This is an optimization exercise on Yosys and OpenROAD, whose aim is small area and a short achievable clock period, not a production implementation.
Where RTL was checked, it was by simulation tests only, not by an equivalence proof against the original.
For runs 5 and 6, only the layout was checked, not whether the RTL still works.
Power and IR drop assume default switching activity.

==> flow/design.v <==
module hpf (
    input  wire        clk,
    input  wire        rst,           
    input  wire        op_valid,
    output wire        op_ready,
    input  wire [3:0]  op_sel,
    input  wire [7:0]  op_cmd,        
    input  wire [7:0]  op_plen,       
    input  wire [8:0]  op_flen,       
    input  wire [15:0] op_alg,        
    input  wire        pl_valid,
    input  wire [7:0]  pl_data,
    output wire        pl_ready,
    output wire        tx_valid,
    output wire [7:0]  tx_data,
    input  wire        tx_ready,
    input  wire        rx_valid,
    input  wire        rx_timeout,
    input  wire [7:0]  rx_data,
    output wire        rx_ready,
    output reg         done,
    output wire        busy,
    output reg  [2:0]  session,
    output wire [15:0] mode,
    output reg         mode_valid,
    output reg  [2:0]  res_kind,
    output reg         fb_valid,
    output wire [8:0]  fb_len,
    output reg         info_valid,
    output wire [7:0]  info_n,
    output reg  [15:0] info_pkt,
    output reg  [15:0] info_id,
    output reg  [7:0]  det_count,
    output reg  [3:0]  err_cause,
    output reg  [8:0]  err_len,
    output reg         close_strobe,
    output reg         det_valid,
    output wire [7:0]  det_kind,
    output wire [15:0] det_ax,
    output wire [15:0] det_ay,
    output wire [15:0] det_bx,
    output wire [15:0] det_by
);
    localparam [3:0] OP_OPEN = 4'h1, OP_SEND = 4'h2, OP_READ_FRAME = 4'h3,
                     OP_READ_RESP = 4'h4, OP_KNOCK = 4'h5, OP_SET_MODE = 4'h6,
                     OP_POLL = 4'h7, OP_CLOSE = 4'h8;
    localparam [2:0] SS_UNINIT = 3'd0, SS_CONN = 3'd1, SS_MODESET = 3'd2,
                     SS_POLLING = 3'd3, SS_CLOSED = 3'd4;
    localparam [2:0] RK_NONE = 3'd0, RK_DONE = 3'd1, RK_FRAME = 3'd2,
                     RK_ACK = 3'd3, RK_SINGLE = 3'd4, RK_DET = 3'd5;
    localparam [3:0] E_NONE = 4'd0, E_TIMEOUT = 4'd1, E_BAD_PREFIX = 4'd2, E_BAD_CSUM = 4'd3,
                     E_ACK_MISMATCH = 4'd4, E_UNKNOWN_CMD = 4'd5,
                     E_UNEXPECTED_CMD = 4'd8, E_BAD_STATE = 4'd9, E_CONTRACT = 4'd10;
    localparam [7:0] C_REQUEST = 8'h20, C_INFO = 8'h29, C_BLOCK = 8'h2A,
                     C_ARROW = 8'h2B, C_KNOCK = 8'h2C, C_SET_ALG = 8'h2D,
                     C_OK = 8'h2E;
    reg        busy_r, ordy_r;
    reg        st_admit, st_tx, st_rx, st_chk, st_fin;
    reg        tx_valid_r, tx_new, pl_ready_r;
    reg        rx_ready_r, rq_v;
    reg        o_open, o_send, o_rdfr, o_rdrs, o_knock, o_setm, o_poll, o_close;
    reg        alg_big;             
    reg [2:0]  alg_q;
    reg [2:0]  ph;                  
    reg [7:0]  tx_data_r;
    reg [7:0]  sum;                 
    reg        rq_t;
    reg [7:0]  rq_d;                
    reg [8:0]  idx;                 
    reg [8:0]  len;
    reg        lastq;               
    reg        pfx_bad, len0;
    reg        c_ok, c_info, c_det, c_known, c_b0;
    reg        more;                
    reg        dlast;               
    reg [7:0]  sb [0:7];            
    reg [2:0]  mode_r;
    assign op_ready = ordy_r;
    assign busy     = busy_r;
    assign tx_valid = tx_valid_r;
    assign tx_data  = tx_data_r;
    assign pl_ready = pl_ready_r;
    assign rx_ready = rx_ready_r;
    assign mode     = {13'd0, mode_r};
    assign fb_len   = len;
    assign info_n   = info_pkt[7:0];
    assign det_kind = {7'b0010101, c_b0};
    assign det_ax   = {sb[1], sb[0]};
    assign det_ay   = {sb[3], sb[2]};
    assign det_bx   = {sb[5], sb[4]};
    assign det_by   = {sb[7], sb[6]};
    wire accept   = ordy_r && op_valid;
    wire o_resp   = o_rdrs || o_poll;
    wire o_ack    = o_knock || o_setm;
    wire o_txop   = o_send || o_knock || o_setm || o_poll;
    wire reserved = !(o_open || o_send || o_rdfr || o_rdrs || o_knock || o_setm ||
                      o_poll || o_close);
    wire s_uninit = (session == SS_UNINIT);
    wire s_act    = (session == SS_CONN) || (session == SS_MODESET) || (session == SS_POLLING);
    wire s_mp     = (session == SS_MODESET) || (session == SS_POLLING);
    wire state_ok = o_open ? s_uninit : o_poll ? s_mp : s_act;
    wire args_bad = (o_rdfr && ((len < 9'd6) || (len > 9'd261))) || (o_setm && alg_big);
    wire refuse   = reserved || !state_ok || args_bad;
    wire adm_ok   = st_admit && !refuse;
    wire tx_idle   = st_tx && !tx_valid_r && !pl_ready_r;
    wire tx_pay    = (ph == 3'd5) && (rq_d != 8'd0);
    wire tx_req_pl = tx_idle && tx_pay && o_send;
    wire tx_load   = tx_idle && (ph != 3'd6) && !(tx_pay && o_send);
    wire tx_end    = tx_idle && (ph == 3'd6);
    reg  [7:0] nb;
    always @* begin
        case (ph)
            3'd0:    nb = 8'h55;
            3'd1:    nb = 8'hAA;
            3'd2:    nb = 8'h11;
            3'd3:    nb = rq_d;
            3'd4:    nb = idx[7:0];
            default: nb = (rq_d == 8'd0) ? sum : (rq_d[1] ? {5'd0, alg_q} : 8'd0);
        endcase
    end
    wire rx_to   = st_rx && rq_v && rq_t;
    wire rx_done = st_rx && rq_v && !rq_t && lastq;
    reg  [7:0] pfx_byte;
    always @* begin
        case (idx[1:0])
            2'd0:    pfx_byte = 8'h55;
            2'd1:    pfx_byte = 8'hAA;
            default: pfx_byte = 8'h11;
        endcase
    end
    wire sum_ok   = (sum == {rq_d[6:0], 1'b0});
    wire frame_ok = !pfx_bad && sum_ok;
    wire ack_ok   = len0 && c_ok;
    wire chk_cont = frame_ok && o_resp && (more ? (c_det && !dlast) : (c_info && (sb[0] != 8'd0)));
    wire chk_err  = !frame_ok || (o_ack && !ack_ok) ||
                    (o_resp && (more ? !c_det : !c_known));
    reg  [2:0] chk_res;
    reg  [3:0] chk_cause;
    always @* begin
        chk_res   = RK_NONE;
        chk_cause = E_NONE;
        if (!frame_ok)
            chk_cause = pfx_bad ? E_BAD_PREFIX : E_BAD_CSUM;
        else if (o_rdfr)
            chk_res = RK_FRAME;
        else if (o_ack) begin
            if (ack_ok) chk_res = RK_DONE;
            else        chk_cause = E_ACK_MISMATCH;
        end else if (more) begin
            if (c_det)  chk_res = RK_DET;
            else        chk_cause = c_known ? E_UNEXPECTED_CMD : E_UNKNOWN_CMD;
        end else begin
            if (c_ok)         chk_res = RK_ACK;
            else if (c_info)  chk_res = RK_DET;
            else if (c_known) chk_res = RK_SINGLE;
            else              chk_cause = E_UNKNOWN_CMD;
        end
    end
    wire rd_resp  = (adm_ok && o_rdrs) || (tx_end && o_poll);
    wire rd_start = (adm_ok && (o_rdfr || o_rdrs)) || (tx_end && !o_send) ||
                    (st_chk && chk_cont);
    wire fin_ev   = (st_admit && (refuse || o_open || o_close)) || (tx_end && o_send) ||
                    rx_to || (st_chk && !chk_cont);
    wire det_ev   = st_chk && frame_ok && o_resp && more && c_det;
    wire info_ev  = st_chk && frame_ok && o_resp && !more && c_info;
    wire setm_ev  = st_chk && frame_ok && o_setm && ack_ok;
    wire err_ev   = (st_admit && refuse) || rx_to || (st_chk && chk_err);
    always @(posedge clk) begin
        if (rst) begin
            busy_r       <= 1'b0;
            ordy_r       <= 1'b1;
            st_admit     <= 1'b0;
            st_tx        <= 1'b0;
            st_rx        <= 1'b0;
            st_chk       <= 1'b0;
            st_fin       <= 1'b0;
            tx_valid_r   <= 1'b0;
            tx_new       <= 1'b0;
            pl_ready_r   <= 1'b0;
            rx_ready_r   <= 1'b0;
            rq_v         <= 1'b0;
            done         <= 1'b0;
            session      <= SS_UNINIT;
            mode_valid   <= 1'b0;
            res_kind     <= RK_NONE;
            fb_valid     <= 1'b0;
            info_valid   <= 1'b0;
            det_count    <= 8'd0;
            err_cause    <= E_NONE;
            err_len      <= 9'd0;
            close_strobe <= 1'b0;
            det_valid    <= 1'b0;
        end else begin
            busy_r     <= accept || (busy_r && !st_fin);
            ordy_r     <= (ordy_r && !op_valid) || st_fin;
            st_admit   <= accept;
            st_tx      <= (adm_ok && o_txop) || (st_tx && !tx_end);
            st_rx      <= rd_start || (st_rx && !(rq_v && (rq_t || lastq)));
            st_chk     <= rx_done;
            st_fin     <= fin_ev;
            done       <= st_fin;
            tx_valid_r <= (tx_valid_r && !tx_ready) || tx_load || (pl_ready_r && pl_valid);
            tx_new     <= tx_load || (pl_ready_r && pl_valid);
            pl_ready_r <= (pl_ready_r && !pl_valid) || tx_req_pl;
            rq_v       <= rx_ready_r && rx_valid;
            rx_ready_r <= (rx_ready_r && !rx_valid) || rd_start ||
                          (st_rx && rq_v && !rq_t && !lastq);
            close_strobe <= adm_ok && o_close;
            det_valid    <= det_ev;
            if (adm_ok && o_open)  session <= SS_CONN;
            if (adm_ok && o_close) session <= SS_CLOSED;
            if (adm_ok && o_poll)  session <= SS_POLLING;
            if (setm_ev) begin
                session    <= SS_MODESET;
                mode_valid <= 1'b1;
            end
            if (rd_resp)
                info_valid <= 1'b0;
            else if (info_ev)
                info_valid <= 1'b1;
            if (rd_resp || err_ev)
                det_count <= 8'd0;
            else if (det_ev)
                det_count <= det_count + 8'd1;
            if (rd_start || err_ev)
                fb_valid <= 1'b0;
            else if (st_chk && !chk_err && !chk_cont)
                fb_valid <= 1'b1;
            if (busy_r && !st_fin) begin
                res_kind  <= st_chk ? chk_res : ((st_admit && !refuse) || st_tx) ? RK_DONE : RK_NONE;
                err_cause <= st_admit ? (refuse ? ((reserved || state_ok) ? E_CONTRACT : E_BAD_STATE) : E_NONE) :
                             st_rx    ? E_TIMEOUT :
                             st_chk   ? chk_cause : E_NONE;
                err_len   <= (st_chk && chk_err) ? len : 9'd0;
            end
        end
    end
    always @(posedge clk) begin
        if (ordy_r) begin
            o_open   <= (op_sel == OP_OPEN);
            o_send   <= (op_sel == OP_SEND);
            o_rdfr   <= (op_sel == OP_READ_FRAME);
            o_rdrs   <= (op_sel == OP_READ_RESP);
            o_knock  <= (op_sel == OP_KNOCK);
            o_setm   <= (op_sel == OP_SET_MODE);
            o_poll   <= (op_sel == OP_POLL);
            o_close  <= (op_sel == OP_CLOSE);
            alg_big  <= (op_alg[15:3] != 13'd0) || (op_alg[2:0] == 3'd7);
            alg_q    <= op_alg[2:0];
            case (op_sel)
                OP_SEND:     idx <= {1'b0, op_cmd};
                OP_KNOCK:    idx <= {1'b0, C_KNOCK};
                OP_SET_MODE: idx <= {1'b0, C_SET_ALG};
                default:     idx <= {1'b0, C_REQUEST};
            endcase
        end
        if (st_admit)
            ph <= 3'd0;
        else if (tx_load)
            ph <= (ph == 3'd5) ? ((rq_d == 8'd0) ? 3'd6 : 3'd5) : ph + 3'd1;
        if (pl_ready_r)
            tx_data_r <= pl_data;
        else if (tx_load)
            tx_data_r <= nb;
        if ((!st_tx && !st_rx) || (st_tx && ph == 3'd6 && !tx_valid_r))
            sum <= 8'd0;
        else if (tx_new)
            sum <= sum + tx_data_r;
        else if (rq_v)
            sum <= sum + rq_d;
        if (accept && op_sel == OP_READ_FRAME)
            len <= op_flen;
        else if (st_admit && o_resp)
            len <= 9'd16;
        else if (st_admit && o_ack)
            len <= 9'd6;
        if (rd_resp)
            more <= 1'b0;
        else if (st_chk && chk_cont)
            more <= 1'b1;
        if (rx_ready_r && rx_valid)
            rq_d <= rx_data;
        else if (ordy_r)
            rq_d <= (op_sel == OP_SEND) ? op_plen : (op_sel == OP_SET_MODE) ? 8'd2 : 8'd0;
        else if (tx_idle && tx_pay)
            rq_d <= rq_d - 8'd1;
        rq_t  <= rx_timeout;
        lastq <= (idx + 9'd1 == len);
        dlast <= (det_count + 8'd1 == info_pkt[7:0]);
        if (!st_rx) begin
            pfx_bad <= 1'b0;
        end else if (rq_v) begin
            if (idx < 9'd3 && rq_d != pfx_byte)
                pfx_bad <= 1'b1;
        end
        if (ordy_r)
            ;    
        else if (st_rx) begin
            if (rq_v)
                idx <= idx + 9'd1;
        end else if (!((st_admit && o_txop) || (st_tx && ph != 3'd6)))
            idx <= 9'd0;
        if (rq_v) begin
            if (idx == 9'd3)
                len0 <= (rq_d == 8'd0);
            if (idx == 9'd4) begin
                c_ok    <= (rq_d == C_OK);
                c_info  <= (rq_d == C_INFO);
                c_det   <= (rq_d == C_BLOCK) || (rq_d == C_ARROW);
                c_known <= (rq_d == C_REQUEST) || (rq_d == C_INFO) || (rq_d == C_BLOCK) ||
                           (rq_d == C_ARROW) || (rq_d == C_KNOCK) || (rq_d == C_SET_ALG) ||
                           (rq_d == C_OK);
                c_b0    <= rq_d[0];
            end
            if (idx < 9'd13) begin
                sb[0] <= sb[1]; sb[1] <= sb[2]; sb[2] <= sb[3]; sb[3] <= sb[4];
                sb[4] <= sb[5]; sb[5] <= sb[6]; sb[6] <= sb[7]; sb[7] <= rq_d;
            end
        end
        if (setm_ev)
            mode_r <= alg_q;
        if (info_ev) begin
            info_pkt <= {sb[1], sb[0]};
            info_id  <= {sb[3], sb[2]};
        end
    end
endmodule
==> flow/flow/run.sh <==
#!/bin/bash
# The standard layout with two changes to how it is built:
#  - the buffers put on the ports are buf_1 cells (the standard flow picks clkdlybuf4s50_1,
#    a delay cell almost three times larger);
#  - clock tree synthesis adds no dummy loads to its nets.
set -euo pipefail
bash standard.sh "BUFFER_PORTS_ARGS=-buffer_cell sky130_fd_sc_hd__buf_1" \
  "CTS_ARGS=-sink_clustering_enable -repair_clock_nets -dont_use_dummy_load" \
  finish > standard_flow.log 2>&1
==> flow/standard.sh <==
#!/bin/bash
# synth_recipe.tcl (not shown) runs the flow's synth.tcl, then flattens the netlist and writes it again
# the make line also repeats each setting of config.mk as NAME=value (left out here)
make -C /OpenROAD-flow-scripts/flow DESIGN_CONFIG=/design/flow/config.mk WORK_HOME=/design/flow/orfs CLKGATE_MAP_FILE= SYNTH_SCRIPT=/design/flow/synth_recipe.tcl "${@:-finish}"
==> flow/config.mk <==
export PLATFORM = sky130hd
export DESIGN_NAME = hpf
export DESIGN_NICKNAME = hpf
export VERILOG_FILES = /design/flow/design.v
export SDC_FILE = /design/flow/constraint.sdc
export NUM_CORES = 4
export LEC_CHECK = 0
export CAP_MARGIN = 20
export CORE_MARGIN = 2
export CORE_UTILIZATION = 35
export SETUP_SLACK_MARGIN = 3.6
export SLEW_MARGIN = 20
==> flow/constraint.sdc <==
create_clock -name core_clock -period 6.0 [get_ports {clk}]
set_input_delay 1.2000 -clock core_clock [delete_from_list [all_inputs] [get_ports {clk}]]
set_output_delay 1.2000 -clock core_clock [all_outputs]
set_load 0.01 [all_outputs]
==> results of run 1 <==
sequential cells by signal, indices dropped and copies added (netlist names), 3 cells and up:
signal     cells
alg_q          3
det_count      8
err_cause      4
err_len        9
idx            9
info_id       16
info_pkt      16
len            9
mode_r         3
ph             3
res_kind       3
rq_d           8
sb            64
session        3
sum            8
tx_data_r      8
report_power, final:
| part | leakage, nW | internal [W] | total [W] | switching [W] |
|---|---|---|---|---|
| Combinational | 1.76 | 0.000129 | 0.000304 | 0.000175 |
| Sequential | 1.88 | 0.00159 | 0.00164 | 0.0000531 |
| Clock | 0.296 | 0.000697 | 0.00122 | 0.000522 |
| Total | 3.94 | 0.00241 | 0.00316 | 0.000750 |
repair_timing:
| item | CTS | global route |
|---|---|---|
| gates cloned | 1 | 0 |
| pin swaps | 1 | 4 |
| buffers inserted | 18 | 9 |
| hold endpoints to repair | 0 | 0 |
| resized for setup | 17 | 14 |
| setup endpoints to repair | 86 | 37 |
| hold buffers | 0 | 0 |
layer usage:
metal | share of wire (%) | wire (µm)
met2 | 47 | 12500
met5 | 0 | 0
met1 | 43 | 11500
met4 | 1.7 | 447
met3 | 7.5 | 1990
layout by cell type, fill, tap and decap left out, types with 9 or more instances in the layout:
cell         n
a21oi_1     53
a22oi_1     17
a31oi_1      9
and2_1      10
buf_1      228
buf_4       29
clkbuf_16   24
conb_1      20
dfxtp_1     67
edfxtp_1   142
ha_1        20
inv_1       27
nand2_1     53
nand3_1     27
nor2_1      90
nor2b_1     10
nor3_1      30
nor4_1      11
o21ai_0     30
xnor2_1     27
xor2_1      20
area by class of cell:
class / count / share of cell area, %
Inverter: 30 / 0.973
Clock buffer: 24 / 5.19
Multi-Input combinational cell: 566 / 31.1
Sequential cell: 212 / 49.0
Tap cell: 341 / 3.69
Timing Repair Buffer: 263 / 10.0
cells by family (layout without fill, tap and decap cells):
group           after synthesis  after routing
simple gates                296            296
flops                       212            212
compound gates              166            166
buf+inv                      98            317
xor+xnor                     47             47
fa+ha+maj                    22             22
mux                          15             15
other cells                   2             20
metrics by stage:
| step | area, µm² | hold WS [ps] | cells | util (%) | setup WS [ps] |
|---|---|---|---|---|---|
| after CTS | 11500 | 440 | 1427 | 42.6 | 3610 |
| final | 11600 | 428 | 1436 | 43.0 | 3600 |
| after detailed placement | 10600 | 433 | 1384 | 39.5 | 3040 |
| after global placement | 10600 | 427 | 1384 | 39.5 | 3100 |
| after floorplan | 9710 | 424 | 876 | - | 3120 |
| after global routing | 11600 | 454 | 1436 | 43.0 | 3450 |
worst max-delay path by stage:
stage	start	to	slack, ps	cells after the start
after floorplan	rq_d[3]	info_id[0]	3120	6
after global placement	rq_d[2]	mode_r[1]	3100	4
after detailed placement	op_sel[0]	rq_d[5]	3040	5
after CTS	ordy_r	op_ready	3610	2
after global routing	rq_d[1]	sum[7]	3450	10
final	rq_d[1]	sum[7]	3600	10
==> results by group, run 1 <==
Timing
  • Hold Violations, Final: 0
  • Max-slew violations: 0
  • Final Critical Period: between 2000 and 2500 ps
  • Final setup vio count: 0
  • Period utilization: roughly two fifths
  • Slew margin rel.: a little over a third
  • Post-route setup TNS: 0 ps
  • Worst-margin pin slew: just under 1000 ps
  • Fmax achieved: ~420 MHz
  • RSZ-0062 raised after global routing: true
  • Clock skew: approximately 46 ps

Setup path
  • R2r startpoint: rq_d[1]
  • Crit Path Class: reg -> reg
  • Critical-path cell list: inv_2 -> o21a_1 -> inv_1 -> ha_1 -> a21oi_1 -> o211ai_1 -> o41ai_2 -> xnor2_1 -> or3_1 -> a21oi_1
  • Top cell by count, worst path: a21oi_1
  • CP max stage delay: 420 ps
  • Worst reg-to-reg setup slack: about 3600 ps
  • CP max-delay cell: edfxtp_1
  • Reg2reg end: sum[7]
  • CP Capture Type: flip-flop
  • Worst Setup Start Kind: flip-flop
  • CP required: roughly 6500 ps
  • CP bufs+invs: 2
  • Crit-path max FO: 5
  • Arrival time at the worst endpoint: 2850 ps
  • R2R depth: 10
  • Worst path top cell family by delay: compound AO/OA/AOI/OAI gates

Floorplanning
  • Core Rows: 60
  • Die X: between 150 and 200 µm
  • Starting Density: about 36%
  • Placeable core area: ~27000 µm²
  • Die H: approximately 170 µm
  • Die Footprint: roughly 29000 µm²
  • Ports: between 200 and 300

Detailed routing
  • Antenna Violating Nets Remaining: 0
  • Vias post-DR: ~7500
  • Via density: 5.21
  • WL final: 26400 µm
  • WL per Instance: between 15 and 20 µm
  • DRC Markers: 0
  • DRT Pass-1 Iters: 5
  • DR iter-0 viols: about 720

Global routing
  • Largest net degree at the start of global routing: 65
  • Antenna violations before repair: 0
  • Met3 usage: roughly 2.9%
  • GRT Resource Usage Total: 17.6%
  • GRT met2 Usage: between 20% and 30%
  • GRT busiest layer: met2
  • First-pass GRT wire length: 39500 µm
  • Total grt overflow: 0
  • Vias in the first global route: 6899
  • GRT met1 Usage: between 20% and 30%

Power and ir drop
  • Worst VDD drop: about 170 µV
  • Power Total: approximately 0.0032 W
  • Pwr/cell area: between 200 and 300 nW/µm²
  • Leakage: ~3.9 nW

Synthesis
  • Complex-gate fraction of the synthesized area: about 11%
  • Async SR Flop Fraction: 0%
  • Most common flop cell mapped by yosys: edfxtp_1
  • Most numerous cell in the Yosys netlist: edfxtp_1
  • Synth cell count leaders: edfxtp_1 (142), nor2_1 (92), dfxtp_1 (70), a21oi_1 (54), nand2_1 (53)
  • Post-synth top area share: between 40 and 50%
  • Xor/xnor cell area share of the yosys netlist: under 10%
  • Avg Inst Size Synth: 11.1 µm²
  • Yosys reg bits: roughly 210
  • Synth top area cells: edfxtp_1 (45%), dfxtp_1 (15%), nor2_1 (3.6%)
  • Synth Area in Simple Gates: 15.5%
  • Syn Std Cell Area: around 9600 µm²
  • YS warnings: 2
  • Mux contribution to synthesized area: ~1.7%
  • Post-synth EDFFs: 142
  • Cell accounting for the most synthesized area: edfxtp_1
  • Synth Instances: ~860
  • Post-Synth Adder-Cell Area: approximately 3%
  • Largest family of logic cells by synthesized area: simple AND/OR/NAND/NOR gates
  • Register area share after synthesis: about three fifths
  • Synth cell types: 66

Final layout
  • FF/Latch Area: about 5700 µm²
  • # fillers: between 2000 and 3000
  • Nets: approximately 1200
  • ANT cells: 0
  • Area Growth Syn to Fin: 21.0%
  • Proportion of layout cells with a drive suffix above 1: under 10%
  • Area occupied by multi-input gates: between 3000 and 4000 µm²

CTS
  • Longest Clk Path Bufs: 3
  • CTS Sinks: 212
  • Number of CTS-inserted buffers: 24
  • H-tree Lvls: 1
  • Worst-Skew Late Latency: between 500 and 600 ps
  • CTS tree: yes
  • Clock root cell: clkbuf_16
  • Clk pin slew, worst setup/hold paths: 60 ps

Job
  • Max-Cap Viols: 0

Hold path
  • Hold EP: sb[5][0]
  • Hold Path Cell Cnt: 0
  • Hold crit path type: reg -> reg
  • Critical hold path startpoint: sb[6][0]

Placed design
  • Routability cong.: 0.865
  • Post-DP HPWL: ~19000 µm
  • PortBufs: 230

Outcome
  • Status: timing/DRC/antenna clean
==> inputs of run 2 (changes only) <==
==> flow/flow/run.sh (replaced) <==
#!/bin/bash
# The standard layout with two changes to how it is built:
#  - the buffers put on the ports are buf_1 cells (the standard flow picks clkdlybuf4s50_1,
#    a delay cell almost three times larger);
#  - clock tree synthesis adds no dummy loads and uses sink clusters of at most 10.
set -euo pipefail
bash standard.sh "BUFFER_PORTS_ARGS=-buffer_cell sky130_fd_sc_hd__buf_1" \
  "CTS_ARGS=-sink_clustering_enable -repair_clock_nets -dont_use_dummy_load -sink_clustering_size 10" \
  finish > standard_flow.log 2>&1
--- a/flow/config.mk
+++ b/flow/config.mk
@@ -8,5 +8,5 @@
 export CAP_MARGIN = 20
 export CORE_MARGIN = 2
 export CORE_UTILIZATION = 35
-export SETUP_SLACK_MARGIN = 3.6
+export SETUP_SLACK_MARGIN = 3.5
 export SLEW_MARGIN = 20
==> run 2 against run 1 <==
  * Via count decreased by 0.55%
  * Critical endpoint is now op_ready
  * Non-clock buffer count decreased by 8
  * Die area unchanged
  * Count of clock-buffer cells in the layout increased by 2
  * Still clean
  * First-iteration DRC count decreased by 11%
  * Total power increased by 1.7%
  * Worst setup slack got worse by 42 ps
==> results by group, run 2 <==
Global routing
  • Total grt overflow: 0 (unchanged)
  • Antenna violations before repair: 0 (unchanged)
  • First-pass GRT wire length: 39000 µm (-1.2%)
  • Vias in the first global route: 6928 (+0.42%)
  • GRT Resource Usage Total: 17.3% (-0.31 points)
  • Largest net degree at the start of global routing: 65 (unchanged)

Hold path
  • Hold EP: sb[5][4]
  • Hold Path Cell Cnt: 0 (unchanged)
  • Hold crit path type: reg -> reg
  • Critical hold path startpoint: sb[6][4]

Setup path
  • CP required: 4800 ps (-1660 ps)
  • CP max-delay cell: dfxtp_2
  • R2R depth: 8 (-2)
  • CP max stage delay: 380 ps (-40 ps)
  • Worst reg-to-reg setup slack: 3610 ps (about the same)
  • Crit Path Class: reg -> out
  • Reg2reg end: det_count[6]
  • CP Capture Type: primary output
  • Critical-path cell list: buf_12 -> buf_1
  • Crit-path max FO: 25 (+20)
  • Worst Setup Start Kind: flip-flop
  • Arrival time at the worst endpoint: 1240 ps (-1610 ps)
  • R2r startpoint: rq_d[3]

Power and ir drop
  • Pwr/cell area: 280 nW/µm² (+2.6%)
  • Leakage: 3.89 nW (-1.2%)
  • Worst VDD drop: 190 µV (+8.7%)
  • Power Total: 0.00322 W (+1.7%)

Synthesis
  • Register area share after synthesis: 59.3% (unchanged)
  • YS warnings: 2 (unchanged)
  • Yosys reg bits: 212 (unchanged)
  • Post-synth EDFFs: 142 (unchanged)
  • Synth cell count leaders: edfxtp_1 (142), nor2_1 (92), dfxtp_1 (70), a21oi_1 (54), nand2_1 (53)
  • Post-synth top area share: 44.6% (unchanged)
  • Synth cell types: 66 (unchanged)
  • Avg Inst Size Synth: 11.1 µm² (unchanged)
  • Cell accounting for the most synthesized area: edfxtp_1
  • Syn Std Cell Area: 9560 µm² (unchanged)
  • Synth Instances: 858 (unchanged)
  • Most common flop cell mapped by yosys: edfxtp_1
  • Synth top area cells: edfxtp_1 (45%), dfxtp_1 (15%), nor2_1 (3.6%)
  • Most numerous cell in the Yosys netlist: edfxtp_1
  • Async SR Flop Fraction: 0% (unchanged)

Placed design
  • Routability cong.: 0.859 (-0.80%)
  • PortBufs: 230 (unchanged)
  • Post-DP HPWL: 19100 µm (about the same)

Timing
  • Final setup vio count: 0 (unchanged)
  • Period utilization: 40.6% (+0.70 points)
  • Clock skew: 35.2 ps (-11.1 ps)
  • RSZ-0062 raised after global routing: true
  • Max-slew violations: 0 (unchanged)
  • Hold Slack: 438 ps (+10.4 ps)
  • Final Critical Period: 2440 ps (+41.8 ps)
  • Worst-margin pin slew: 972 ps (+7.39 ps)
  • Hold Violations, Final: 0 (unchanged)
  • Slew margin rel.: 35.0% (-0.49 points)
  • Fmax achieved: 410 MHz (-1.7%)
  • Post-route setup TNS: 0 ps (unchanged)

CTS
  • Worst-Skew Late Latency: 520 ps (about the same)
  • Number of CTS-inserted buffers: 26 (+8.3%)
  • CTS tree: yes
  • H-tree Lvls: 1 (unchanged)
  • Longest Clk Path Bufs: 3 (unchanged)
  • CTS Sinks: 212 (unchanged)
  • # hold bufs at CTS: 0 (unchanged)
  • Clk pin slew, worst setup/hold paths: 50 ps (about the same)
  • Clock root cell: clkbuf_16

Detailed routing
  • DRT Pass-1 Iters: 5 (unchanged)
  • Antenna Violating Nets Remaining: 0 (unchanged)
  • WL per Instance: 18.0 µm (-1.8%)
  • Via density: 5.20 (-0.13%)
  • Vias post-DR: 7437 (-0.55%)
  • DR iter-0 viols: 642 (-11%)
  • DRC Markers: 0 (unchanged)
  • WL final: 25800 µm (-2.2%)

Floorplanning
  • Die Footprint: 28700 µm² (unchanged)
  • Ports: 251 (unchanged)
  • Die H: 169 µm (unchanged)
  • Die X: 169 µm (unchanged)
  • Placeable core area: 26900 µm² (unchanged)
  • Starting Density: 35.6% (unchanged)
  • Core Rows: 60 (unchanged)

Final layout
  • Nets: 1181 (-0.51%)
  • Most flops, register: sb
  • Max reg flops: 64 (unchanged)
  • Commonest non-fill, non-tap cell in the layout: buf_1
  • Proportion of layout cells with a drive suffix above 1: 7.90% (-1.3 points)
  • Largest regs: sb (64), info_id (16), info_pkt (16)
  • Most frequent cells in the layout: buf_1 (230), edfxtp_1 (142), nor2_1 (91)
  • Area Growth Syn to Fin: 20.0%
  • ANT cells: 0 (unchanged)
  • Fin util: 42.7% (-0.36 points)

Outcome
  • Status: timing/DRC/antenna clean

Job
  • Max-Cap Viols: 0 (unchanged)
run 2: worst max path at each step:
stage / start / endpoint / cells after the start
global route: rq_d[0] / sum[6] / 11
global placement: rq_d[2] / mode_r[2] / 4
CTS: rq_d[2] / det_count[6] / 8
floorplan: rq_d[3] / info_id[0] / 6
finish: ordy_r / op_ready / 2
detailed placement: rq_d[2] / mode_r[2] / 4
run 2: worst max-delay path, delay by kind of cell, from the launching register on:
| kind | cells | cell delay [ps] |
|---|---|---|
| buffers and inverters | 2 | 360 |
| DFF | 1 | 380 |
run 2: cell type report:
type | count | area [µm²]
sequential | 212 | 5670
inverter | 30 | 113
timing repair buffer | 255 | 1070
multi-input combinational | 566 | 3540
tap | 341 | 427
fill | 2560 | 15400
clock buffer | 26 | 651
run 2: stage by stage:
stage	setup WS, ps	std cells	cell area [µm²]
after detailed placement	2990	1385	10600
after floorplan	3120	876	9670
after global placement	3050	1385	10600
after CTS	3520	1418	11400
after global routing	3480	1430	11500
final	3560	1430	11500
run 2: power breakdown:
| group | internal (W) | leakage [nW] | total [W] | switching, W |
|---|---|---|---|---|
| sequential | 0.00159 | 1.88 | 0.00164 | 0.0000529 |
| clock | 0.000753 | 0.320 | 0.00128 | 0.000528 |
| combinational | 0.000123 | 1.69 | 0.000296 | 0.000172 |
run 2: repair_timing:
action,in CTS,in global routing
setup endpoints to repair,70,37
endpoints found under the hold margin,0,0
buffers inserted,7,12
pin swaps,1,1
resized for setup,11,6
run 2: logic make-up after synthesis:
kind of cell    after synthesis  share of synthesized area, %
simple gates                296                          15.5
flops                       212                          59.3
compound gates              166                          11.1
buf+inv                      98                          5.17
xor+xnor                     47                          4.31
fa+ha+maj                    22                          2.96
mux                          15                          1.66
other cells                   2                        0.0786
run 2: metal layers:
metal	track usage (%)	share of wire (%)	wire length [µm]
met1	23.4	44	11400
met2	28.7	47	12200
met3	2.92	6.2	1590
met4	4.91	2.5	642
met5	0	0	0
==> inputs of run 3 (changes only) <==
--- a/flow/design.v
+++ b/flow/design.v
@@ -236,7 +236,7 @@
         end
     end
     always @(posedge clk) begin
-        if (ordy_r) begin
+        if (!busy_r) begin
             o_open   <= (op_sel == OP_OPEN);
             o_send   <= (op_sel == OP_SEND);
             o_rdfr   <= (op_sel == OP_READ_FRAME);
@@ -280,7 +280,7 @@
             more <= 1'b1;
         if (rx_ready_r && rx_valid)
             rq_d <= rx_data;
-        else if (ordy_r)
+        else if (!busy_r)
             rq_d <= (op_sel == OP_SEND) ? op_plen : (op_sel == OP_SET_MODE) ? 8'd2 : 8'd0;
         else if (tx_idle && tx_pay)
             rq_d <= rq_d - 8'd1;
@@ -293,7 +293,7 @@
             if (idx < 9'd3 && rq_d != pfx_byte)
                 pfx_bad <= 1'b1;
         end
-        if (ordy_r)
+        if (!busy_r)
             ;    
         else if (st_rx) begin
             if (rq_v)
==> flow/flow/run.sh (replaced) <==
#!/bin/bash
# The standard layout with three changes to how it is built:
#  - the buffers put on the ports are buf_1 cells (the standard flow picks clkdlybuf4s50_1,
#    a delay cell almost three times larger);
#  - the clock tree is built from clkbuf_8 cells;
#  - clock tree synthesis adds no dummy loads to its nets.
set -euo pipefail
bash standard.sh "BUFFER_PORTS_ARGS=-buffer_cell sky130_fd_sc_hd__buf_1" \
  "CTS_ARGS=-sink_clustering_enable -repair_clock_nets -dont_use_dummy_load -buf_list sky130_fd_sc_hd__clkbuf_8" \
  finish > standard_flow.log 2>&1
--- a/flow/config.mk
+++ b/flow/config.mk
@@ -7,6 +7,6 @@
 export LEC_CHECK = 0
 export CAP_MARGIN = 20
 export CORE_MARGIN = 2
-export CORE_UTILIZATION = 35
+export CORE_UTILIZATION = 40
 export SETUP_SLACK_MARGIN = 3.5
 export SLEW_MARGIN = 20
==> run 3 against run 2 <==
  * Area after synthesis is 0.44% higher
  * Largest cell class unchanged
  * Total power is 6.0% lower
  * Clock skew is 30 ps higher
  * Still clean
==> results by group, run 3 <==
Synthesis
  • Most numerous cell in the Yosys netlist: edfxtp_1
  • Synth Instances: 854 (-0.47%)
  • Cell accounting for the most synthesized area: edfxtp_1
  • Most common flop cell mapped by yosys: edfxtp_1
  • Synth cell types: 72 (+9.1%)
  • YS warnings: 2 (unchanged)
  • Async SR Flop Fraction: 0% (unchanged)
  • Synth top area cells: edfxtp_1 (44%), dfxtp_1 (15%), xnor2_1 (3.0%)
  • Syn Std Cell Area: 9600 µm² (+0.44%)
  • Register area share after synthesis: 59.0% (-0.26 points)
  • Post-synth EDFFs: 142 (unchanged)
  • Synth cell count leaders: edfxtp_1 (142), nor2_1 (72), dfxtp_1 (70), nand2_1 (59), a21oi_1 (56)
  • Yosys reg bits: 212 (unchanged)
  • Avg Inst Size Synth: 11.2 µm² (+0.92%)
  • Post-synth top area share: 44.4% (-0.20 points)

Timing
  • Final worst slack: 3550 ps (-17.0 ps)
  • Final Critical Period: 2450 ps (+17.0 ps)
  • Fmax achieved: 407 MHz (-0.69%)
  • Final setup vio count: 0 (unchanged)
  • Post-route setup TNS: 0 ps (unchanged)
  • RSZ-0062 raised after global routing: true
  • Period utilization: 40.9% (+0.28 points)
  • Max-slew violations: 0 (unchanged)
  • Hold Violations, Final: 0 (unchanged)
  • Worst-margin pin slew: 1060 ps (+91.9 ps)
  • Slew margin rel.: 29.1% (-5.9 points)
  • Clock skew: 65.1 ps (+29.9 ps)

Final layout
  • Proportion of layout cells with a drive suffix above 1: 11.0% (+3.1 points)
  • Most frequent cells in the layout: buf_1 (230), edfxtp_1 (142), nor2_1 (70)
  • Max reg flops: 64 (unchanged)
  • Nets: 1198 (+1.4%)
  • Commonest non-fill, non-tap cell in the layout: buf_1
  • Area Growth Syn to Fin: 19.5%
  • Most flops, register: sb
  • Largest regs: sb (64), info_id (16), info_pkt (16)
  • ANT cells: 0 (unchanged)

CTS
  • Number of CTS-inserted buffers: 36 (+38%)
  • CTS tree: yes
  • Clk pin slew, worst setup/hold paths: 50 ps (about the same)
  • Clock root cell: clkbuf_8
  • H-tree Lvls: 2 (+1)
  • Longest Clk Path Bufs: 3 (unchanged)
  • CTS Sinks: 212 (unchanged)
  • # hold bufs at CTS: 0 (unchanged)
  • Worst-Skew Late Latency: 520 ps (about the same)

Power and ir drop
  • Pwr/cell area: 263 nW/µm² (-6.0%)
  • Worst VDD drop: 128 µV (-32%)
  • Leakage: 3.94 nW (+1.3%)
  • Power Total: 0.00302 W (-6.0%)

Floorplanning
  • Core Rows: 56 (-6.7%)
  • Die Footprint: 25300 µm² (-12%)
  • Die H: 159 µm (-6.1%)
  • Starting Density: 40.8% (+5.2 points)
  • Ports: 251 (unchanged)
  • Die X: 159 µm (-6.1%)
  • Placeable core area: 23500 µm² (-12%)

Placed design
  • Routability cong.: 0.861 (+0.26%)
  • Post-DP HPWL: 18900 µm (-0.89%)
  • PortBufs: 230 (unchanged)
  • Worst slack, placed: 3100 ps (+117 ps)

Global routing
  • Vias in the first global route: 6957 (+0.42%)
  • Largest net degree at the start of global routing: 65 (unchanged)
  • Total grt overflow: 0 (unchanged)
  • First-pass GRT wire length: 39400 µm (+0.96%)
  • GRT Resource Usage Total: 19.8% (+2.5 points)
  • Antenna violations before repair: 0 (unchanged)

Setup path
  • CP required: 4800 ps (about the same)
  • Crit-path max FO: 18 (-28%)
  • Arrival time at the worst endpoint: 1250 ps (about the same)
  • CP Capture Type: primary output
  • Crit Path Class: reg -> out
  • CP max stage delay: 330 ps (-50 ps)
  • CP max-delay cell: dfxtp_1
  • Worst Setup Start Kind: flip-flop
  • Critical-path cell list: buf_4 -> buf_1

Hold path
  • Hold crit path type: reg -> reg

Detailed routing
  • WL per Instance: 18.3 µm (+1.5%)
  • Via density: 5.26 (+1.2%)
  • DR iter-0 viols: 574 (-11%)
  • DRC Markers: 0 (unchanged)
  • WL final: 26100 µm (+1.1%)
  • DRT Pass-1 Iters: 5 (unchanged)
  • Antenna Violating Nets Remaining: 0 (unchanged)
  • Vias post-DR: 7502 (+0.87%)

Job
  • Max-Cap Viols: 0 (unchanged)

Outcome
  • Status: timing/DRC/antenna clean
-- run 3: worst max-delay path: cells and delay by family, from the launching register on --
family	cells	cell delay [ps]
flip-flops	1	330
buffers and inverters	2	460
-- run 3: report_power, final --
group          leakage (nW)  switching (W)  internal (W)
logic                  1.81       0.000200      0.000144
clock network         0.259       0.000508      0.000530
registers              1.87      0.0000527       0.00159
-- run 3: final timing paths --
path            start      endpoint  slack (ps)  cells past startpoint
min          sb[6][2]      sb[5][2]         420                      0
min reg2reg  sb[6][2]      sb[5][2]         420                      0
max reg2reg   rq_d[3]  det_count[7]        3550                      8
max            busy_r          busy        3550                      2
-- run 3: routing by layer --
layer  up-vias  routed length (µm)  share of wire (%)  global-route usage (%)
li1       3557                   -                  -                       -
met1      3523               10700                 41                    26.0
met2       368               12300                 47                    32.7
met3        54                2270                8.7                    4.51
met4         0                 732                2.8                    6.20
met5         -                   0                  0                       0
-- run 3: final cells by class --
type,instances,area [µm²]
Clock buffer,36,495
Fill cell,2195,12100
Inverter,30,113
Multi-Input combinational cell,565,3680
Sequential cell,212,5670
Tap cell,319,399
Timing Repair Buffer,263,1110
-- run 3: cells by family after synthesis --
group           share of synthesized area (%)
compound gates                           11.4
xor+xnor                                 4.74
fa+ha+maj                                2.94
buf+inv                                  4.95
flops                                    59.0
mux                                      1.22
other cells                            0.0782
simple gates                             15.6
-- run 3: repair_timing --
item / CTS / global route
resized for setup: 12 / 17
pin swaps: 2 / 7
buffers inserted: 10 / 17
gates cloned: 0 / 0
setup endpoints to repair: 77 / 31
-- run 3: through the flow --
step / cells / area (µm²) / hold WS, ps / util, %
detailed placement: 1362 / 10600 / 432 / 45.2
global placement: 1362 / 10600 / 428 / 45.2
global route: 1425 / 11500 / 436 / 48.7
finish: 1425 / 11500 / 420 / 48.7
CTS: 1408 / 11300 / 418 / 47.9
floorplan: 872 / 9720 / 425 / -
==> inputs of run 4 (changes only) <==
--- a/flow/design.v
+++ b/flow/design.v
@@ -236,7 +236,7 @@
         end
     end
     always @(posedge clk) begin
-        if (!busy_r) begin
+        if (ordy_r) begin
             o_open   <= (op_sel == OP_OPEN);
             o_send   <= (op_sel == OP_SEND);
             o_rdfr   <= (op_sel == OP_READ_FRAME);
@@ -280,7 +280,7 @@
             more <= 1'b1;
         if (rx_ready_r && rx_valid)
             rq_d <= rx_data;
-        else if (!busy_r)
+        else if (ordy_r)
             rq_d <= (op_sel == OP_SEND) ? op_plen : (op_sel == OP_SET_MODE) ? 8'd2 : 8'd0;
         else if (tx_idle && tx_pay)
             rq_d <= rq_d - 8'd1;
@@ -293,7 +293,7 @@
             if (idx < 9'd3 && rq_d != pfx_byte)
                 pfx_bad <= 1'b1;
         end
-        if (!busy_r)
+        if (ordy_r)
             ;    
         else if (st_rx) begin
             if (rq_v)
--- a/flow/config.mk
+++ b/flow/config.mk
@@ -7,6 +7,6 @@
 export LEC_CHECK = 0
 export CAP_MARGIN = 20
 export CORE_MARGIN = 2
-export CORE_UTILIZATION = 40
+export CORE_UTILIZATION = 35
 export SETUP_SLACK_MARGIN = 3.5
 export SLEW_MARGIN = 20
==> run 4 against run 3 <==
  * Via count grew 0.33%
  * Clock power grew 4%
  * Highest routed layer unchanged
  * Utilization shrank 6.4 points
  * Cell count grew 1.4%
==> results by group, run 4 <==
Floorplanning
  • Starting Density: 35.6% (-5.2 points)
  • Die H: 169 µm (+6.5%)
  • Placeable core area: 26900 µm² (+14%)
  • Die X: 169 µm (+6.5%)
  • Core Rows: 60 (+7.1%)
  • Ports: 251 (unchanged)
  • Die Footprint: 28700 µm² (+13%)

Global routing
  • GRT Resource Usage Total: 17.4% (-2.4 points)
  • First-pass GRT wire length: 39100 µm (-0.82%)
  • Antenna violations before repair: 0 (unchanged)
  • Largest net degree at the start of global routing: 65 (unchanged)
  • Total grt overflow: 0 (unchanged)
  • Vias in the first global route: 6964 (+0.10%)

Power and ir drop
  • Leakage: 3.86 nW (-2.0%)
  • Worst VDD drop: 116 µV (-9.2%)
  • Sequential Power Share: 54.3% (about the same)
  • Cell internal pwr: 0.00227 W (+0.38%)
  • NetSw: 0.000745 W (-2.0%)
  • Clock power share: 35.7% (+1.4 points)
  • Power share of the combinational group: 10.0% (-1.4 points)
  • Pwr/cell area: 265 nW/µm² (+0.69%)
  • Net Sw Frac: 24.7% (-0.46 points)

CTS
  • CTS Sinks: 212 (unchanged)
  • Clk pin slew, worst setup/hold paths: 50 ps (about the same)
  • Worst-Skew Late Latency: 520 ps (about the same)
  • H-tree Lvls: 2 (unchanged)
  • Number of CTS-inserted buffers: 38 (+5.6%)
  • Clock root cell: clkbuf_8
  • Longest Clk Path Bufs: 3 (unchanged)
  • CTS tree: yes

Final layout
  • Most frequent cells in the layout: buf_1 (229), edfxtp_1 (142), nor2_1 (91)
  • Max reg flops: 64 (unchanged)
  • ANT cells: 0 (unchanged)
  • Proportion of layout cells with a drive suffix above 1: 9.24% (-1.8 points)
  • Largest regs: sb (64), info_id (16), info_pkt (16)
  • Design Area, Final: 11400 µm² (-0.92%)
  • FF/Latch Area: 5670 µm² (about the same)
  • Area occupied by multi-input gates: 3540 µm² (-3.6%)
  • Area Growth Syn to Fin: 18.9%
  • Nets: 1196 (-0.17%)
  • # fillers: 2571 (+17%)
  • Commonest non-fill, non-tap cell in the layout: buf_1
  • Most flops, register: sb

Placed design
  • Post-DP HPWL: 19100 µm (+0.90%)
  • Routability cong.: 0.859 (-0.26%)
  • Placed Area: 10600 µm² (-0.28%)
  • PortBufs: 230 (unchanged)

Setup path
  • CP max-delay cell: dfxtp_2
  • Arrival time at the worst endpoint: 1240 ps (about the same)
  • Worst Setup Start Kind: flip-flop
  • CP Capture Type: primary output
  • Crit-path max FO: 18 (unchanged)
  • CP max stage delay: 550 ps (+220 ps)
  • Worst path top cell family by delay: flip-flops
  • CP bufs+invs: 1 (-1)
  • CP required: 4800 ps (about the same)
  • Critical-path cell list: buf_1
  • Crit Path Class: reg -> out

Synthesis
  • Avg Inst Size Synth: 11.1 µm² (-0.91%)
  • Post-synth EDFFs: 142 (unchanged)
  • Async SR Flop Fraction: 0% (unchanged)
  • Post-synth top area share: 44.6% (+0.20 points)
  • Yosys reg bits: 212 (unchanged)
  • Synth cell types: 66 (-8.3%)
  • Most common flop cell mapped by yosys: edfxtp_1
  • Most numerous cell in the Yosys netlist: edfxtp_1
  • Synth Instances: 858 (+0.47%)
  • Synth top area cells: edfxtp_1 (45%), dfxtp_1 (15%), nor2_1 (3.6%)
  • Synth cell count leaders: edfxtp_1 (142), nor2_1 (92), dfxtp_1 (70), a21oi_1 (54), nand2_1 (53)
  • Syn Std Cell Area: 9560 µm² (-0.44%)
  • YS warnings: 2 (unchanged)
  • Register area share after synthesis: 59.3% (+0.26 points)
  • Cell accounting for the most synthesized area: edfxtp_1

Timing
  • Period utilization: 40.7% (-0.22 points)
  • RSZ-0062 raised after global routing: false
  • Post-route setup TNS: 0 ps (unchanged)
  • Clock skew: 48.0 ps (-17.1 ps)
  • Final Critical Period: 2440 ps (-13.1 ps)
  • Fmax achieved: 410 MHz (+0.54%)
  • Max-slew violations: 0 (unchanged)
  • Worst-margin pin slew: 962 ps (-102 ps)
  • Slew margin rel.: 35.6% (+6.5 points)
  • Hold Violations, Final: 0 (unchanged)
  • Final setup vio count: 0 (unchanged)

Detailed routing
  • Via density: 5.21 (-1.1%)
  • Vias post-DR: 7527 (+0.33%)
  • Antenna Violating Nets Remaining: 0 (unchanged)
  • WL per Instance: 18.0 µm (-1.9%)
  • DRC Markers: 0 (unchanged)
  • DR iter-0 viols: 680 (+18%)
  • DRT Pass-1 Iters: 5 (unchanged)
  • WL final: 26000 µm (-0.50%)

Job
  • Max-Cap Viols: 0 (unchanged)

Outcome
  • Status: timing/DRC/antenna clean

Hold path
  • Hold crit path type: reg -> reg
==> run 4: power by group through the flow <==
stage	Clock (W)	Combinational, W	Sequential, W
after floorplan	0	0.000212	0.00164
after global placement	0	0.000249	0.00167
after detailed placement	0	0.000254	0.00168
after CTS	0.00111	0.000270	0.00164
after global routing	0.00117	0.000334	0.00164
final	0.00108	0.000302	0.00164
==> run 4: layer usage <==
metal	wire, µm	track usage [%]
met1	11200	23.1
met2	12200	28.6
met3	1870	3.66
met4	630	5.43
met5	0	0
==> run 4: cells by family after synthesis <==
family / count (synthesis) / synth area share (%)
other: 2 / 0.0786
buffers and inverters: 98 / 5.17
and+or+nand+nor: 296 / 15.5
DFF: 212 / 59.3
AOI/OAI and AO/OA: 166 / 11.1
muxes: 15 / 1.66
xor gates and xnor gates: 47 / 4.31
adders and majority gates: 22 / 2.96
==> run 4: worst paths after layout <==
kind         startpoint           end  slack, ps  cells after the start
min reg2reg    sb[6][4]      sb[5][4]        430                      0
max          pl_ready_r      pl_ready       3560                      1
min            sb[6][4]      sb[5][4]        430                      0
max reg2reg     rq_d[0]  tx_data_r[6]       3620                      6
==> run 4: final cells by class <==
cell class              instances  area share [%]
flip-flops and latches        212            49.9
multi-input cells             566            31.2
repair buffers                258            9.58
clock buffers                  38            4.60
well taps                     341            3.75
inverters                      30           0.991
==> run 4: what timing repair did <==
item / CTS / global route
gates resized for setup: 11 / 9
pin swaps: 1 / 2
hold buffers: 0 / 0
setup endpoints to repair: 77 / 43
buffers inserted: 7 / 15
==> run 4: through the flow <==
stage | instances | hold slack [ps] | total power (W) | setup slack [ps] | util (%)
6_report | 1445 | 435 | 0.00302 | 3560 | 42.3
4_1_cts | 1430 | 432 | 0.00302 | 3500 | 41.8
3_5_place_dp | 1385 | 433 | 0.00193 | 2990 | 39.5
3_3_place_gp | 1385 | 428 | 0.00192 | 3050 | 39.5
2_1_floorplan | 876 | 424 | 0.00185 | 3120 | -
5_1_grt | 1445 | 451 | 0.00314 | 3500 | 42.3
==> inputs of run 5 (changes only) <==
--- a/flow/design.v
+++ b/flow/design.v
@@ -123,8 +123,8 @@
     reg  [7:0] pfx_byte;
     always @* begin
         case (idx[1:0])
-            2'd0:    pfx_byte = 8'h55;
-            2'd1:    pfx_byte = 8'hAA;
+            2'd1:    pfx_byte = 8'h55;
+            2'd2:    pfx_byte = 8'hAA;
             default: pfx_byte = 8'h11;
         endcase
     end
@@ -285,12 +285,12 @@
         else if (tx_idle && tx_pay)
             rq_d <= rq_d - 8'd1;
         rq_t  <= rx_timeout;
-        lastq <= (idx + 9'd1 == len);
+        lastq <= (idx == len);
         dlast <= (det_count + 8'd1 == info_pkt[7:0]);
         if (!st_rx) begin
             pfx_bad <= 1'b0;
         end else if (rq_v) begin
-            if (idx < 9'd3 && rq_d != pfx_byte)
+            if (idx < 9'd4 && rq_d != pfx_byte)
                 pfx_bad <= 1'b1;
         end
         if (ordy_r)
@@ -299,11 +299,11 @@
             if (rq_v)
                 idx <= idx + 9'd1;
         end else if (!((st_admit && o_txop) || (st_tx && ph != 3'd6)))
-            idx <= 9'd0;
+            idx <= 9'd1;
         if (rq_v) begin
-            if (idx == 9'd3)
+            if (idx == 9'd4)
                 len0 <= (rq_d == 8'd0);
-            if (idx == 9'd4) begin
+            if (idx == 9'd5) begin
                 c_ok    <= (rq_d == C_OK);
                 c_info  <= (rq_d == C_INFO);
                 c_det   <= (rq_d == C_BLOCK) || (rq_d == C_ARROW);
@@ -312,7 +312,7 @@
                            (rq_d == C_OK);
                 c_b0    <= rq_d[0];
             end
-            if (idx < 9'd13) begin
+            if (idx < 9'd14) begin
                 sb[0] <= sb[1]; sb[1] <= sb[2]; sb[2] <= sb[3]; sb[3] <= sb[4];
                 sb[4] <= sb[5]; sb[5] <= sb[6]; sb[6] <= sb[7]; sb[7] <= rq_d;
             end
==> flow/flow/run.sh (replaced) <==
#!/bin/bash
# The standard layout with two changes to how it is built:
#  - the buffers put on the ports are buf_1 cells (the standard flow picks clkdlybuf4s50_1,
#    a delay cell almost three times larger);
#  - clock tree synthesis adds no dummy loads to its nets.
set -euo pipefail
bash standard.sh "BUFFER_PORTS_ARGS=-buffer_cell sky130_fd_sc_hd__buf_1" \
  "CTS_ARGS=-sink_clustering_enable -repair_clock_nets -dont_use_dummy_load" \
  finish > standard_flow.log 2>&1
--- a/flow/config.mk
+++ b/flow/config.mk
@@ -7,6 +7,6 @@
 export LEC_CHECK = 0
 export CAP_MARGIN = 20
 export CORE_MARGIN = 2
-export CORE_UTILIZATION = 35
+export CORE_UTILIZATION = 40
 export SETUP_SLACK_MARGIN = 3.5
 export SLEW_MARGIN = 20
==> run 5 against run 4 <==
  * Synthesized cell count grew 0.35%
  * Sequential share of layout area is 0.35 points lower
  * Combinational power rose by 14%
  * Still clean on timing, DRC and antenna
  * Worst setup slack got worse by 100 ps
  * Non-clock buffer count did not move
  * Flip-flop and latch count stayed put
==> results by group, run 5 <==
Outcome
  • Status: timing/DRC/antenna clean

Timing
  • Final Critical Period: 2550 ps (+105 ps)
  • Max-slew violations: 0 (unchanged)
  • Period utilization: 42.4% (+1.7 points)
  • Slew margin rel.: 31.4% (-4.2 points)
  • Post-route setup TNS: 0 ps (unchanged)
  • Hold Violations, Final: 0 (unchanged)
  • RSZ-0062 raised after global routing: true
  • Hold Slack: 442 ps (+7.11 ps)
  • Clock skew: 23.3 ps (-24.7 ps)
  • Fmax achieved: 393 MHz (-4.1%)
  • Final worst slack: 3450 ps (-105 ps)
  • Worst-margin pin slew: 1020 ps (+62.6 ps)
  • Final setup vio count: 0 (unchanged)

Setup path
  • Crit Path Class: reg -> out
  • Crit-path max FO: 22 (+4)
  • CP max stage delay: 440 ps (-110 ps)
  • Worst Setup Start Kind: flip-flop
  • Worst path top cell family by delay: flip-flops
  • CP bufs+invs: 2 (+1)
  • Arrival time at the worst endpoint: 1350 ps (+110 ps)
  • CP max-delay cell: dfxtp_4
  • CP Capture Type: primary output
  • CP required: 4800 ps (about the same)
  • Worst reg-to-reg setup slack: 3600 ps (-20 ps)
  • Levels on crit path: 2 (+1)
  • R2R depth: 10 (+4)
  • Critical-path cell list: buf_8 -> buf_1

Floorplanning
  • Die H: 159 µm (-6.1%)
  • Die X: 159 µm (-6.1%)
  • Ports: 251 (unchanged)
  • Starting Density: 40.8% (+5.2 points)
  • Die Footprint: 25300 µm² (-12%)
  • Core Rows: 56 (-6.7%)
  • Placeable core area: 23500 µm² (-12%)

Global routing
  • GRT met2 Usage: 32.5% (+3.9 points)
  • GRT busiest layer: met2
  • GRT Resource Usage Total: 19.4% (+2.0 points)
  • Vias in the first global route: 7019 (+0.79%)
  • Total grt overflow: 0 (unchanged)
  • Largest net degree at the start of global routing: 65 (unchanged)
  • Met3 usage: 3.47% (-0.19 points)
  • GRT met1 Usage: 26.2% (+3.0 points)
  • Antenna violations before repair: 0 (unchanged)
  • First-pass GRT wire length: 39200 µm (+0.37%)

Placed design
  • Inst Count DP: 1363 (-1.6%)
  • Worst slack, placed: 3070 ps (+86.7 ps)
  • Post-DP HPWL: 18700 µm (-1.9%)
  • PortBufs: 230 (unchanged)
  • Routability cong.: 0.896 (+4.3%)

Detailed routing
  • Via density: 5.26 (+0.95%)
  • DRC Markers: 0 (unchanged)
  • Vias post-DR: 7404 (-1.6%)
  • DR iter-0 viols: 671 (-1.3%)
  • Antenna Violating Nets Remaining: 0 (unchanged)
  • WL per Instance: 18.1 µm (+0.95%)
  • WL final: 25500 µm (-1.6%)
  • DRT Pass-1 Iters: 5 (unchanged)

CTS
  • Number of CTS-inserted buffers: 23 (-39%)
  • Clock root cell: clkbuf_16
  • Worst-Skew Late Latency: 510 ps (about the same)
  • H-tree Lvls: 1 (-1)
  • CTS tree: yes
  • # hold bufs at CTS: 0 (unchanged)
  • Clk pin slew, worst setup/hold paths: 60 ps (about the same)
  • Longest Clk Path Bufs: 3 (unchanged)
  • CTS Sinks: 212 (unchanged)

Power and ir drop
  • Worst VDD drop: 154 µV (+32%)
  • Clock power share: 37.2% (+1.5 points)
  • Leakage: 3.99 nW (+3.3%)
  • Sequential Power Share: 52.0% (-2.3 points)
  • Pwr/cell area: 277 nW/µm² (+4.4%)
  • Net Sw Frac: 24.2% (-0.56 points)
  • NetSw: 0.000767 W (+2.9%)
  • Power share of the combinational group: 10.8% (+0.8 points)
  • Cell internal pwr: 0.00241 W (+6.0%)

Synthesis
  • Post-synth EDFFs: 142 (unchanged)
  • Register area share after synthesis: 59.0% (-0.25 points)
  • Post-synth top area share: 44.4% (-0.19 points)
  • Synth cell count leaders: edfxtp_1 (142), nor2_1 (85), dfxtp_1 (70), nand2_1 (62), a21oi_1 (49)
  • Syn Std Cell Area: 9600 µm² (+0.42%)
  • Most numerous cell in the Yosys netlist: edfxtp_1
  • Synth cell types: 73 (+11%)
  • Synth Instances: 861 (+0.35%)
  • Yosys reg bits: 212 (unchanged)
  • Most common flop cell mapped by yosys: edfxtp_1
  • Async SR Flop Fraction: 0% (unchanged)
  • Cell accounting for the most synthesized area: edfxtp_1
  • Synth top area cells: edfxtp_1 (44%), dfxtp_1 (15%), nor2_1 (3.3%)
  • Avg Inst Size Synth: 11.2 µm² (about the same)
  • YS warnings: 2 (unchanged)

Final layout
  • ANT cells: 0 (unchanged)
  • Area occupied by multi-input gates: 3610 µm² (+1.8%)
  • # fillers: 2214 (-14%)
  • Largest regs: sb (64), info_id (16), info_pkt (16)
  • Area Growth Syn to Fin: 19.4%
  • Commonest non-fill, non-tap cell in the layout: buf_1
  • Nets: 1182 (-1.2%)
  • FF/Latch Area: 5680 µm² (about the same)
  • Most flops, register: sb
  • Proportion of layout cells with a drive suffix above 1: 9.46% (+0.22 points)
  • Final Non-Filler Cells: 1408 (-2.6%)
  • Max reg flops: 64 (unchanged)
  • Most frequent cells in the layout: buf_1 (230), edfxtp_1 (142), nor2_1 (85)

Hold path
  • Hold crit path type: reg -> reg
  • Hold Path Cell Cnt: 0 (unchanged)

Job
  • Max-Cap Viols: 0 (unchanged)
## run 5: changes by cell type in the layout (fill, tap and decap cells not counted), sizes merged, moves of 4 or more
cell / previous run / this run
a21bo: 0 / 4
nor3: 32 / 23
nand2: 53 / 62
nand3: 28 / 16
clkbuf: 40 / 24
and3: 6 / 13
o31ai: 5 / 1
o21ai: 33 / 39
nor2: 92 / 88
a31oi: 11 / 15
## run 5: kinds of logic after synthesis
| kind of cell | share of synthesized area (%) |
|---|---|
| compound gates | 11.7 |
| xor+xnor | 4.11 |
| fa+ha+maj | 3.08 |
| buf+inv | 5.47 |
| flops | 59.0 |
| mux | 1.21 |
| other cells | 0.0782 |
| simple gates | 15.3 |
## run 5: per-stage QoR
stage	total power (W)	area [µm²]	util (%)
2_1_floorplan	0.00189	9720	-
3_3_place_gp	0.00197	10600	45.1
3_5_place_dp	0.00197	10600	45.1
4_1_cts	0.00317	11300	48.0
5_1_grt	0.00330	11500	48.7
6_report	0.00317	11500	48.7
## run 5: worst paths after layout
check,start,to
worst min-delay path,sb[4][3],sb[3][3]
worst max register to register,rq_d[0],sum[4]
worst max-delay path,ordy_r,op_ready
worst min register to register,sb[4][3],sb[3][3]
## run 5: final cells by class
cell class / instances / share of cell area, %
Sequential cell: 212 / 49.5
Multi-Input combinational cell: 564 / 31.5
Timing Repair Buffer: 258 / 9.41
Clock buffer: 23 / 5.02
Tap cell: 319 / 3.48
Inverter: 32 / 1.05
## run 5: routing by layer
layer | vias up | routed length (µm)
met3 | 44 | 1800
met5 | - | 0
met4 | 0 | 570
met1 | 3544 | 11100
met2 | 296 | 12100
li1 | 3520 | -
## run 5: power by group through the flow
stage	clock network, W	logic [W]	registers, W
detailed placement	0	0.000283	0.00169
CTS	0.00121	0.000303	0.00165
finish	0.00118	0.000344	0.00165
global placement	0	0.000281	0.00169
global route	0.00126	0.000383	0.00165
floorplan	0	0.000238	0.00165
## run 5: repair_timing
item / 4_1_cts / 5_1_grt
setup buffers: 6 / 16
pin swaps: 2 / 1
endpoints found under the setup margin: 81 / 70
gates resized for setup: 10 / 15
==> inputs of run 6 (changes only) <==
--- a/flow/design.v
+++ b/flow/design.v
@@ -59,6 +59,7 @@
     reg        tx_valid_r, tx_new, pl_ready_r;
     reg        rx_ready_r, rq_v;
     reg        o_open, o_send, o_rdfr, o_rdrs, o_knock, o_setm, o_poll, o_close;
+    reg        o_txop;              
     reg        alg_big;             
     reg [2:0]  alg_q;
     reg [2:0]  ph;                  
@@ -69,7 +70,7 @@
     reg [8:0]  idx;                 
     reg [8:0]  len;
     reg        lastq;               
-    reg        pfx_bad, len0;
+    reg        pfx_bad, sum_ok, len0;
     reg        c_ok, c_info, c_det, c_known, c_b0;
     reg        more;                
     reg        dlast;               
@@ -92,7 +93,6 @@
     wire accept   = ordy_r && op_valid;
     wire o_resp   = o_rdrs || o_poll;
     wire o_ack    = o_knock || o_setm;
-    wire o_txop   = o_send || o_knock || o_setm || o_poll;
     wire reserved = !(o_open || o_send || o_rdfr || o_rdrs || o_knock || o_setm ||
                       o_poll || o_close);
     wire s_uninit = (session == SS_UNINIT);
@@ -128,7 +128,6 @@
             default: pfx_byte = 8'h11;
         endcase
     end
-    wire sum_ok   = (sum == {rq_d[6:0], 1'b0});
     wire frame_ok = !pfx_bad && sum_ok;
     wire ack_ok   = len0 && c_ok;
     wire chk_cont = frame_ok && o_resp && (more ? (c_det && !dlast) : (c_info && (sb[0] != 8'd0)));
@@ -245,6 +244,8 @@
             o_setm   <= (op_sel == OP_SET_MODE);
             o_poll   <= (op_sel == OP_POLL);
             o_close  <= (op_sel == OP_CLOSE);
+            o_txop   <= (op_sel == OP_SEND) || (op_sel == OP_KNOCK) || (op_sel == OP_SET_MODE) ||
+                        (op_sel == OP_POLL);
             alg_big  <= (op_alg[15:3] != 13'd0) || (op_alg[2:0] == 3'd7);
             alg_q    <= op_alg[2:0];
             case (op_sel)
@@ -301,6 +302,7 @@
         end else if (!((st_admit && o_txop) || (st_tx && ph != 3'd6)))
             idx <= 9'd1;
         if (rq_v) begin
+            sum_ok <= (rq_d == sum);
             if (idx == 9'd4)
                 len0 <= (rq_d == 8'd0);
             if (idx == 9'd5) begin
==> run 6 against run 5 <==
  * Register-to-register slack gained 30 ps
  * Clock skew grew 2.8 ps
  * Utilization grew 0.39 points
  * Largest cell class unchanged
  * Area after synthesis grew 0.50%
  * Sequential share of layout area grew 0.085 points
  * Design area grew 0.80%
  * Hold slack gained 0.53 ps
  * Wire length shrank 1.1%
  * First-iteration DRC count shrank 23%
  * Global-route usage shrank 0.16 points
  * Via count grew 0.24%
==> results by group, run 6 <==
CTS
  • Clk pin slew, worst setup/hold paths: 60 ps (about the same)
  • # hold bufs at CTS: 0 (unchanged)
  • Clock root cell: clkbuf_16
  • H-tree Lvls: 1 (unchanged)
  • Longest Clk Path Bufs: 3 (unchanged)
  • Number of CTS-inserted buffers: 24 (+4.3%)

Global routing
  • GRT Resource Usage Total: 19.3% (-0.16 points)
  • Largest net degree at the start of global routing: 65 (unchanged)
  • Vias in the first global route: 7012 (-0.10%)
  • Total grt overflow: 0 (unchanged)
  • First-pass GRT wire length: 39000 µm (-0.56%)

Final layout
  • Nets: 1179 (-0.25%)
  • Largest regs: sb (64), info_id (16), info_pkt (16)
  • Max reg flops: 64 (unchanged)
  • Proportion of layout cells with a drive suffix above 1: 9.12% (-0.34 points)
  • Commonest non-fill, non-tap cell in the layout: buf_1
  • ANT cells: 0 (unchanged)
  • Most frequent cells in the layout: buf_1 (230), edfxtp_1 (144), nor2_1 (79)

Setup path
  • Reg2reg end: sum[7]
  • Crit-path max FO: 20 (-9.1%)
  • CP required: 4800 ps (about the same)
  • R2r startpoint: rq_d[3]
  • Crit Path Class: reg -> out
  • Arrival time at the worst endpoint: 1230 ps (-120 ps)
  • CP Capture Type: primary output
  • Worst reg-to-reg setup slack: 3630 ps (+30 ps)
  • Critical path origin: ordy_r

Detailed routing
  • Via density: 5.28 (+0.46%)
  • Met1 Routed Length: 10800 µm (-2.4%)
  • DRC Markers: 0 (unchanged)
  • Vias post-DR: 7422 (+0.24%)
  • DR iter-0 viols: 515 (-23%)
  • WL final: 25300 µm (-1.1%)
  • DRT Pass-1 Iters: 5 (unchanged)
  • Antenna Violating Nets Remaining: 0 (unchanged)
  • DR WL met2: 12000 µm (-0.23%)
  • WL per Instance: 18.0 µm (-0.89%)
  • DR top layer: met4

Job
  • Max-Cap Viols: 0 (unchanged)

Floorplanning
  • Ports: 251 (unchanged)
  • Starting Density: 41.0% (+0.20 points)
  • Die X: 159 µm (+0.24%)
  • Core Rows: 56 (unchanged)
  • Placeable core area: 23500 µm² (unchanged)
  • Die Footprint: 25400 µm² (+0.48%)
  • Die H: 159 µm (+0.24%)

Synthesis
  • Synth cell count leaders: edfxtp_1 (144), nor2_1 (79), dfxtp_1 (70), nand2_1 (66), a21oi_1 (50)
  • Synth top area cells: edfxtp_1 (45%), dfxtp_1 (15%), nor2_1 (3.1%)
  • Avg Inst Size Synth: 11.3 µm² (+1.6%)
  • Most numerous cell in the Yosys netlist: edfxtp_1
  • Synth cell types: 72 (-1.4%)
  • Synth Instances: 852 (-1.0%)
  • Cell accounting for the most synthesized area: edfxtp_1
  • Syn Std Cell Area: 9650 µm² (+0.50%)
  • Post-synth EDFFs: 144 (+1.4%)

Placed design
  • PortBufs: 230 (unchanged)
  • Placed Area: 10700 µm² (+0.71%)
  • Inst Count DP: 1361 (-0.15%)
  • Post-DP HPWL: 18400 µm (-1.9%)

Power and ir drop
  • Leakage: 3.93 nW (-1.4%)
  • Worst VDD drop: 209 µV (+36%)
  • Pwr/cell area: 274 nW/µm² (-1.1%)

Timing
  • Hold Violations, Final: 0 (unchanged)
  • Slew margin rel.: 40.2% (+8.8 points)
  • Post-route setup TNS: 0 ps (unchanged)
  • Final setup vio count: 0 (unchanged)
  • Worst-margin pin slew: 893 ps (-131 ps)
  • Final Critical Period: 2430 ps (-112 ps)
  • RSZ-0062 raised after global routing: false
  • Fmax achieved: 411 MHz (+4.6%)

Outcome
  • Status: timing/DRC/antenna clean
## run 6: cell count changes after synthesis, sizes merged, moves of 5 or more
cell   previous run  this run
and3             13         4
buf              38        33
o21ai            39        26
xnor2            25        31
## run 6: stage by stage
step / hold WS, ps / utilization, % / setup slack (ps)
4_1_cts: 446 / 48.3 / 3410
6_report: 442 / 49.1 / 3570
3_3_place_gp: 429 / 45.4 / 3010
3_5_place_dp: 432 / 45.4 / 2940
5_1_grt: 454 / 49.1 / 3510
2_1_floorplan: 424 / - / 3510
## run 6: repair_timing
item	4_1_cts	5_1_grt
pin swaps	0	0
buffers inserted	2	17
gates cloned	1	0
resized for setup	6	10
endpoints found under the setup margin	17	37
## run 6: metal layers
| metal | up-vias | global-route usage (%) |
|---|---|---|
| li1 | 3519 | - |
| met1 | 3501 | 26.0 |
| met2 | 364 | 32.2 |
| met3 | 38 | 3.15 |
| met4 | 0 | 5.37 |
| met5 | - | 0 |
## run 6: where the power goes
| group | total [W] | switching [W] | internal [W] |
|---|---|---|---|
| clock network | 0.00121 | 0.000511 | 0.000697 |
| logic | 0.000295 | 0.000165 | 0.000130 |
| registers | 0.00166 | 0.0000594 | 0.00160 |
| total | 0.00316 | 0.000736 | 0.00243 |
## run 6: worst min-delay path by stage
stage | start | to | slack, ps | cells past startpoint
global route | sb[4][4] | sb[3][4] | 450 | 0
floorplan | rq_d[6] | sb[7][6] | 420 | 0
detailed placement | sb[4][0] | sb[3][0] | 430 | 0
finish | sb[4][2] | sb[3][2] | 440 | 0
CTS | sb[6][6] | sb[5][6] | 450 | 0
global placement | sb[6][1] | sb[5][1] | 430 | 0
## run 6: kinds of logic after synthesis
logic type / after synthesis / synth area share [%]
compound gates: 164 / 11.6
xor+xnor: 47 / 4.27
fa+ha+maj: 23 / 3.06
buf+inv: 96 / 4.98
flops: 214 / 59.3
mux: 10 / 1.12
other cells: 2 / 0.0778
simple gates: 296 / 15.6
## run 6: cell type report
type / instances / area, µm²
Fill cell: 2205 / 12000
Sequential cell: 214 / 5730
Multi-Input combinational cell: 560 / 3610
Timing Repair Buffer: 255 / 1090
Clock buffer: 24 / 601
Tap cell: 319 / 399
Inverter: 33 / 124
## run 6: critical path, stage by stage (launching register included)
cell,delay (ps)
dfxtp_2,390
buf_12,180
buf_1,170

Re-timed with assumed drivers on the ports (clkbuf_16 on the clock, buf_2 on other inputs), run 6 has 3.522 ns of setup slack against 3.566 ns with ideal ports, and 3.183 ns once port delays also move by the mid clock arrival of 0.537 ns.
